Context: an optimization exercise on an open-source flow, tuned for small area, a short achievable clock period and few clock cycles per item. The choices shown serve that exercise and are no tape-out recipe. Only simulation tests tie the RTL to the original design; equivalence was not proved.

==> flow/design.v <==
module bope_geom (
    input  wire        clk,
    input  wire        rst,         
    input  wire        in_valid,
    output wire        in_ready,
    input  wire [1:0]  in_op,       
    input  wire [31:0] in_arg0,     
    input  wire [31:0] in_arg1,     
    input  wire [31:0] in_arg2,     
    input  wire [31:0] in_arg3,     
    input  wire [31:0] in_arg4,     
    output reg         out_valid,
    input  wire        out_ready,
    output reg  [3:0]  out_err,
    output wire [31:0] out_res0,
    output wire [31:0] out_res1,
    output wire [31:0] out_res2
);
    localparam OP_VALIDATE  = 2'd0;
    localparam OP_GEOM      = 2'd1;
    localparam OP_PIXADDR   = 2'd2;
    localparam OP_BYTEXFORM = 2'd3;
    localparam ERR_NONE        = 4'd0;
    localparam ERR_INVALID_FMT = 4'd1;
    localparam ERR_UNSUPPORTED = 4'd5;
    localparam ERR_CONTRACT    = 4'd7;
    localparam ERR_ILLEGAL     = 4'd8;
    wire [5:0] f_depth  = in_arg0[5:0];
    wire       f_bo_msb = in_arg0[6];
    wire       f_bi_msb = in_arg0[7];
    wire [5:0] f_bpp    = in_arg0[13:8];
    wire [1:0] f_family = in_arg0[15:14];
    wire [5:0] f_unit   = in_arg0[21:16];
    wire [5:0] f_pad    = in_arg0[29:24];
    wire       fmt_reserved_bad = (in_arg0[23:22] != 2'd0) || (in_arg0[31:30] != 2'd0);
    wire       fmt_unsupported  = f_family[1];
    wire       is_pk            = f_family[0];    
    reg [5:0] def_unit;
    always @(*) begin
        if (!is_pk)             def_unit = 6'd32;
        else if (f_bpp == 6'd1) def_unit = 6'd32;
        else if (f_bpp < 6'd8)  def_unit = 6'd8;
        else                    def_unit = f_bpp;
    end
    wire [5:0] unit_d = (f_unit == 6'd0) ? def_unit : f_unit;
    function validate;
        input [5:0] depth;
        input [5:0] bpp;
        input [5:0] unit;
        input       is_packed;
        input [5:0] pad;
        reg ok_common, ok_planar, ok_packed;
        begin
            ok_common = (depth <= bpp) && (bpp <= unit) &&
                        (pad == 6'd8 || pad == 6'd16 || pad == 6'd32);
            ok_planar = (unit == 6'd8 || unit == 6'd16 || unit == 6'd32) && (pad >= bpp);
            ok_packed = (bpp == 6'd4 && unit == 6'd8) ||
                        ((bpp == 6'd8 || bpp == 6'd16 || bpp == 6'd24 || bpp == 6'd32) &&
                         unit == bpp);
            validate = ok_common && (is_packed ? ok_packed : ok_planar);
        end
    endfunction
    wire valid_raw = validate(f_depth, f_bpp, f_unit, is_pk, f_pad);
    wire valid_def = validate(f_depth, f_bpp, unit_d, is_pk, f_pad);
    wire [15:0] width  = in_arg1[15:0];
    wire [15:0] height = in_arg1[31:16];
    wire pk_b4  = f_bpp[2];
    wire pk_b24 = f_bpp[4] & f_bpp[3];
    wire pk_b8  = f_bpp[3] & ~f_bpp[4];
    wire pk_b16 = f_bpp[4] & ~f_bpp[3];
    reg [20:0] line_bits;
    always @(*) begin
        if (!is_pk)      line_bits = {5'd0, width};
        else if (pk_b4)  line_bits = {3'd0, width, 2'd0};
        else if (pk_b8)  line_bits = {2'd0, width, 3'd0};
        else if (pk_b16) line_bits = {1'd0, width, 4'd0};
        else if (pk_b24) line_bits = {1'd0, width, 4'd0};
        else             line_bits = {width, 5'd0};
    end
    wire [20:0] line_b24 = (is_pk & pk_b24) ? {2'd0, width, 3'd0} : 21'd0;
    wire        pad16 = f_pad[4];
    wire        pad32 = f_pad[5];
    wire [20:0] lb_up = line_bits + line_b24 + {16'd0, pad32, pad32 | pad16, 3'b111};
    wire [17:0] stride = {lb_up[20:5], lb_up[4] & ~pad32, lb_up[3] & ~(pad16 | pad32)};
    wire [31:0] px = in_arg2;
    wire [31:0] py = in_arg3;
    wire [31:0] pk = in_arg4;
    wire in_bounds = (px < {16'd0, width}) && (py < {16'd0, height});
    wire plane_ok  = (pk < {26'd0, f_depth});
    reg [1:0] fmask;
    always @(*) begin
        if (!f_bo_msb)             fmask = 2'd0;
        else if (unit_d == 6'd16)  fmask = 2'd1;
        else if (unit_d == 6'd32)  fmask = 2'd3;
        else                       fmask = 2'd0;
    end
    wire [2:0]  pl_bitpos   = f_bi_msb ? (3'd7 - px[2:0]) : px[2:0];
    wire [5:0]  pl_planebit = f_bi_msb ? (f_depth - 6'd1 - pk[5:0]) : pk[5:0];
    wire        pk_hi       = (px[0] == 1'b0) == f_bo_msb;
    reg [17:0] x_bytes;
    always @(*) begin
        if (!is_pk)      x_bytes = {5'd0, px[15:5], px[4:3] ^ fmask};
        else if (pk_b4)  x_bytes = {3'd0, px[15:1]};
        else if (pk_b8)  x_bytes = {2'd0, px[15:0]};
        else if (pk_b16) x_bytes = {1'd0, px[15:0], 1'b0};
        else if (pk_b24) x_bytes = {1'd0, px[15:0], 1'b0} + {2'd0, px[15:0]};
        else             x_bytes = {px[15:0], 2'd0};
    end
    wire [7:0] xb  = in_arg0[7:0];
    wire [7:0] xb1 = in_arg0[8] ? {xb[0], xb[1], xb[2], xb[3], xb[4], xb[5], xb[6], xb[7]} : xb;
    wire [7:0] xb2 = in_arg0[9] ? {xb1[3:0], xb1[7:4]} : xb1;
    reg  [3:0]  s_err;
    reg         s_use;       
    reg  [17:0] s_c;
    reg  [5:0]  s_r1;        
    reg  [5:0]  s_r2;        
    always @(*) begin
        s_err = ERR_NONE;
        s_use = 1'b0;
        s_c   = 18'd0;
        s_r1  = 6'd0;
        s_r2  = 6'd0;
        case (in_op)
            OP_VALIDATE: begin
                if (fmt_reserved_bad)     s_err = ERR_ILLEGAL;
                else if (fmt_unsupported) s_err = ERR_UNSUPPORTED;
                else                      s_c   = {17'd0, valid_raw};
            end
            OP_GEOM: begin
                if (fmt_reserved_bad)     s_err = ERR_ILLEGAL;
                else if (fmt_unsupported) s_err = ERR_UNSUPPORTED;
                else if (!valid_def)      s_err = ERR_INVALID_FMT;
                else                      s_use = 1'b1;
            end
            OP_PIXADDR: begin
                if (fmt_reserved_bad)             s_err = ERR_ILLEGAL;
                else if (fmt_unsupported)         s_err = ERR_UNSUPPORTED;
                else if (!valid_def)              s_err = ERR_INVALID_FMT;
                else if (!in_bounds)              s_err = ERR_CONTRACT;
                else if (!is_pk && !plane_ok)     s_err = ERR_CONTRACT;
                else begin
                    s_use = 1'b1;
                    s_c   = x_bytes;
                    if (!is_pk) begin
                        s_r1 = {3'b001, pl_bitpos};
                        s_r2 = pl_planebit;
                    end else if (pk_b4) begin
                        s_r1 = {3'b001, pk_hi, 2'b00};
                    end else begin
                        s_r1 = {f_bpp[5:3], 3'b000};
                    end
                end
            end
            default: begin  
                if (in_arg0[31:10] != 22'd0) s_err = ERR_ILLEGAL;
                else                         s_c   = {10'd0, xb2};
            end
        endcase
    end
    wire [17:0] s_s = s_use ? stride : 18'd0;
    wire        op_geom = (in_op == OP_GEOM);
    wire [4:0]  s_d  = op_geom ? (is_pk ? 5'd1 : f_depth[4:0]) : (is_pk ? 5'd0 : pk[4:0]);
    wire        d_32 = op_geom & ~is_pk & f_depth[5];
    wire [20:0] s_a  = d_32 ? {height, 5'd0} : (op_geom ? 21'd0 : {5'd0, py[15:0]});
    wire [20:0] mr0 = s_d[0] ? {5'd0, height}       : 21'd0;
    wire [20:0] mr1 = s_d[1] ? {4'd0, height, 1'd0} : 21'd0;
    wire [20:0] mr2 = s_d[2] ? {3'd0, height, 2'd0} : 21'd0;
    wire [20:0] mr3 = s_d[3] ? {2'd0, height, 3'd0} : 21'd0;
    wire [20:0] mr4 = s_d[4] ? {1'd0, height, 4'd0} : 21'd0;
    wire [20:0] ms1 = mr0 ^ mr1 ^ mr2;
    wire [20:0] mc1 = {(mr0[19:0] & mr1[19:0]) | (mr0[19:0] & mr2[19:0]) | (mr1[19:0] & mr2[19:0]), 1'b0};
    wire [20:0] ms2 = mr3 ^ mr4 ^ s_a;
    wire [20:0] mc2 = {(mr3[19:0] & mr4[19:0]) | (mr3[19:0] & s_a[19:0]) | (mr4[19:0] & s_a[19:0]), 1'b0};
    wire [20:0] ms3 = ms1 ^ mc1 ^ ms2;
    wire [20:0] mc3 = {(ms1[19:0] & mc1[19:0]) | (ms1[19:0] & ms2[19:0]) | (mc1[19:0] & ms2[19:0]), 1'b0};
    wire [20:0] s_ms = ms3 ^ mc3 ^ mc2;
    wire [20:0] s_mc = {(ms3[19:0] & mc3[19:0]) | (ms3[19:0] & mc2[19:0]) | (mc3[19:0] & mc2[19:0]), 1'b0};
    assign in_ready = !out_valid || out_ready;
    reg        v1;
    reg [3:0]  r_err;
    reg        r_geom;
    reg [17:0] r_s;
    reg [20:0] r_ms, r_mc;
    reg [17:0] r_c;
    reg [5:0]  r_r1;
    reg [5:0]  r_r2;
    always @(posedge clk) begin
        if (rst) begin
            v1 <= 1'b0;
        end else if (in_ready) begin
            v1 <= in_valid;
        end
    end
    always @(posedge clk) begin
        if (in_ready) begin
            r_err  <= s_err;
            r_geom <= op_geom;
            r_s    <= s_s;
            r_ms   <= s_ms;
            r_mc   <= s_mc;
            r_c    <= s_c;
            r_r1   <= s_r1;
            r_r2   <= s_r2;
        end
    end
    wire [20:0] r_m = r_ms + r_mc;
    wire [33:0] p;
    booth_mac #(.NA(18), .NB(21), .NC(18), .W(34)) u_p (.a(r_s), .b(r_m), .c(r_c), .p(p));
    always @(posedge clk) begin
        if (rst) begin
            out_valid <= 1'b0;
        end else if (in_ready) begin
            out_valid <= v1;
        end
    end
    reg        o_geom;
    reg [33:0] o_p;
    reg [17:0] o_x;
    always @(posedge clk) begin
        if (in_ready) begin
            out_err <= r_err;
            o_geom  <= r_geom;
            o_p     <= p;
            o_x     <= r_geom ? r_s : {6'd0, r_r2, r_r1};
        end
    end
    assign out_res0 = o_geom ? {14'd0, o_x} : o_p[31:0];
    assign out_res1 = o_geom ? o_p[31:0] : {21'd0, o_x[5:3], 5'd0, o_x[2:0]};
    assign out_res2 = o_geom ? {30'd0, o_p[33:32]} : {26'd0, o_x[11:6]};
endmodule
module booth_mac #(parameter NA = 16, NB = 16, NC = 16, W = 32) (
    input  wire [NA-1:0] a,
    input  wire [NB-1:0] b,
    input  wire [NC-1:0] c,
    output wire [W-1:0]  p
);
    localparam ND = (NB + 2) / 2;
    wire [2*ND:0] bx = {{(2*ND-NB){1'b0}}, b, 1'b0};
    wire [W-1:0]  acc [0:ND];
    function [W-1:0] kconst;
        input dummy;
        integer j;
        reg [W+2*ND+NA+2:0] k;
        begin
            k = 0;
            for (j = 0; j < ND; j = j + 1)
                k = k + ({{(W+2*ND+NA+2){1'b0}}, 1'b1} << (NA + 1 + 2*j));
            kconst = -k[W-1:0];
        end
    endfunction
    genvar i;
    generate
        for (i = 0; i < ND; i = i + 1) begin : g_row
            wire bl  = bx[2*i];
            wire bm  = bx[2*i+1];
            wire bh  = bx[2*i+2];
            wire neg = bh & ~(bm & bl);
            wire one = bm ^ bl;
            wire two = (bh & ~bm & ~bl) | (~bh & bm & bl);
            wire [NA:0]   x   = ({(NA+1){one}} & {1'b0, a}) | ({(NA+1){two}} & {a, 1'b0});
            wire [NA+1:0] row = {~neg, x ^ {(NA+1){neg}}};
            wire [W+NA+2*ND:0] rs = {{(W+2*ND){1'b0}}, row} << (2*i);
            wire [W+2*ND:0]    ns = {{(W+2*ND){1'b0}}, neg} << (2*i);
            assign acc[i+1] = acc[i] + rs[W-1:0] + ns[W-1:0];
        end
    endgenerate
    assign acc[0] = kconst(1'b0) + c;
    assign p = acc[ND];
endmodule
make LEC_CHECK=0 CAP_MARGIN=20 CORE_MARGIN=2 CORE_UTILIZATION=40 SLEW_MARGIN=20 finish   # period 22.0 ns
run.sh (not shown) runs the stock make flow with config.mk's settings and CLKGATE_MAP_FILE= SYNTH_SCRIPT=/design/flow/synth_recipe.tcl, a recipe that flattens the netlist after the stock synthesis.
Testbench counts at the start, summed over its fixed seeds: cycles 24,016, items 24,000.
Change:
--- a/flow/design.v
+++ b/flow/design.v
@@ -11,11 +11,11 @@
     input  wire [31:0] in_arg4,     
     output reg         out_valid,
     input  wire        out_ready,
     output reg  [3:0]  out_err,
-    output wire [31:0] out_res0,
-    output wire [31:0] out_res1,
-    output wire [31:0] out_res2
+    output reg  [31:0] out_res0,
+    output reg  [31:0] out_res1,
+    output reg  [31:0] out_res2
 );
     localparam OP_VALIDATE  = 2'd0;
     localparam OP_GEOM      = 2'd1;
     localparam OP_PIXADDR   = 2'd2;
@@ -212,22 +212,16 @@
         end else if (in_ready) begin
             out_valid <= v1;
         end
     end
-    reg        o_geom;
-    reg [33:0] o_p;
-    reg [17:0] o_x;
     always @(posedge clk) begin
         if (in_ready) begin
-            out_err <= r_err;
-            o_geom  <= r_geom;
-            o_p     <= p;
-            o_x     <= r_geom ? r_s : {6'd0, r_r2, r_r1};
-        end
-    end
-    assign out_res0 = o_geom ? {14'd0, o_x} : o_p[31:0];
-    assign out_res1 = o_geom ? o_p[31:0] : {21'd0, o_x[5:3], 5'd0, o_x[2:0]};
-    assign out_res2 = o_geom ? {30'd0, o_p[33:32]} : {26'd0, o_x[11:6]};
+            out_err  <= r_err;
+            out_res0 <= r_geom ? {14'd0, r_s} : p[31:0];
+            out_res1 <= r_geom ? p[31:0] : {21'd0, r_r1[5:3], 5'd0, r_r1[2:0]};
+            out_res2 <= r_geom ? {30'd0, p[33:32]} : {26'd0, r_r2};
+        end
+    end
 endmodule
 module booth_mac #(parameter NA = 16, NB = 16, NC = 16, W = 32) (
     input  wire [NA-1:0] a,
     input  wire [NB-1:0] b,
What happened: The new run finished clean. Final area shrinks by 0.91%. Critical path depth does not change. Utilization grows by 0.43 points. Via count shrinks by 0.65%. Sequential cell count grows by 17. Setup slack got worse by 0.24 ns. Synthesized area shrinks by 1.6%. Fmax shrinks by 2.3%. Non-clock buffer count shrinks by 7. Clock skew stays flat. Global-route usage hardly moves. Routed wire length shrinks by 1.1%.
Testbench counts after the change, summed over its fixed seeds: cycles 24,016, items 24,000.

[separate check: timing with driven ports]
The results above use ideal ports. As a check the final layouts listed here were re-extracted and re-timed, cells and wires unchanged. Step 1 sets driving cells, clkbuf_16 on the clock port and buf_2 on the other inputs (assumed; they add their load-dependent delay and slew). Step 2 also shifts input and output timing later by t, the mid clock arrival at the registers, as if the neighbouring blocks saw the same clock. Three values: ideal, step 1, step 2; two values: the first two.
run	t, ns	slack for setup (ns)	hold WS [ns]	worst setup path at the end
the first run	0.502	12.046 / 12.015 / 12.015	0.429 / 0.429 / 0.429	input to output
the second run	0.510	11.809 / 11.787 / 11.787	0.426 / 0.426 / 0.426	input to output
After both steps every run listed still meets setup and hold. The setup slack of the first run, which loses most, moves by -0.031 ns with the drivers and by -0.031 ns with both steps.
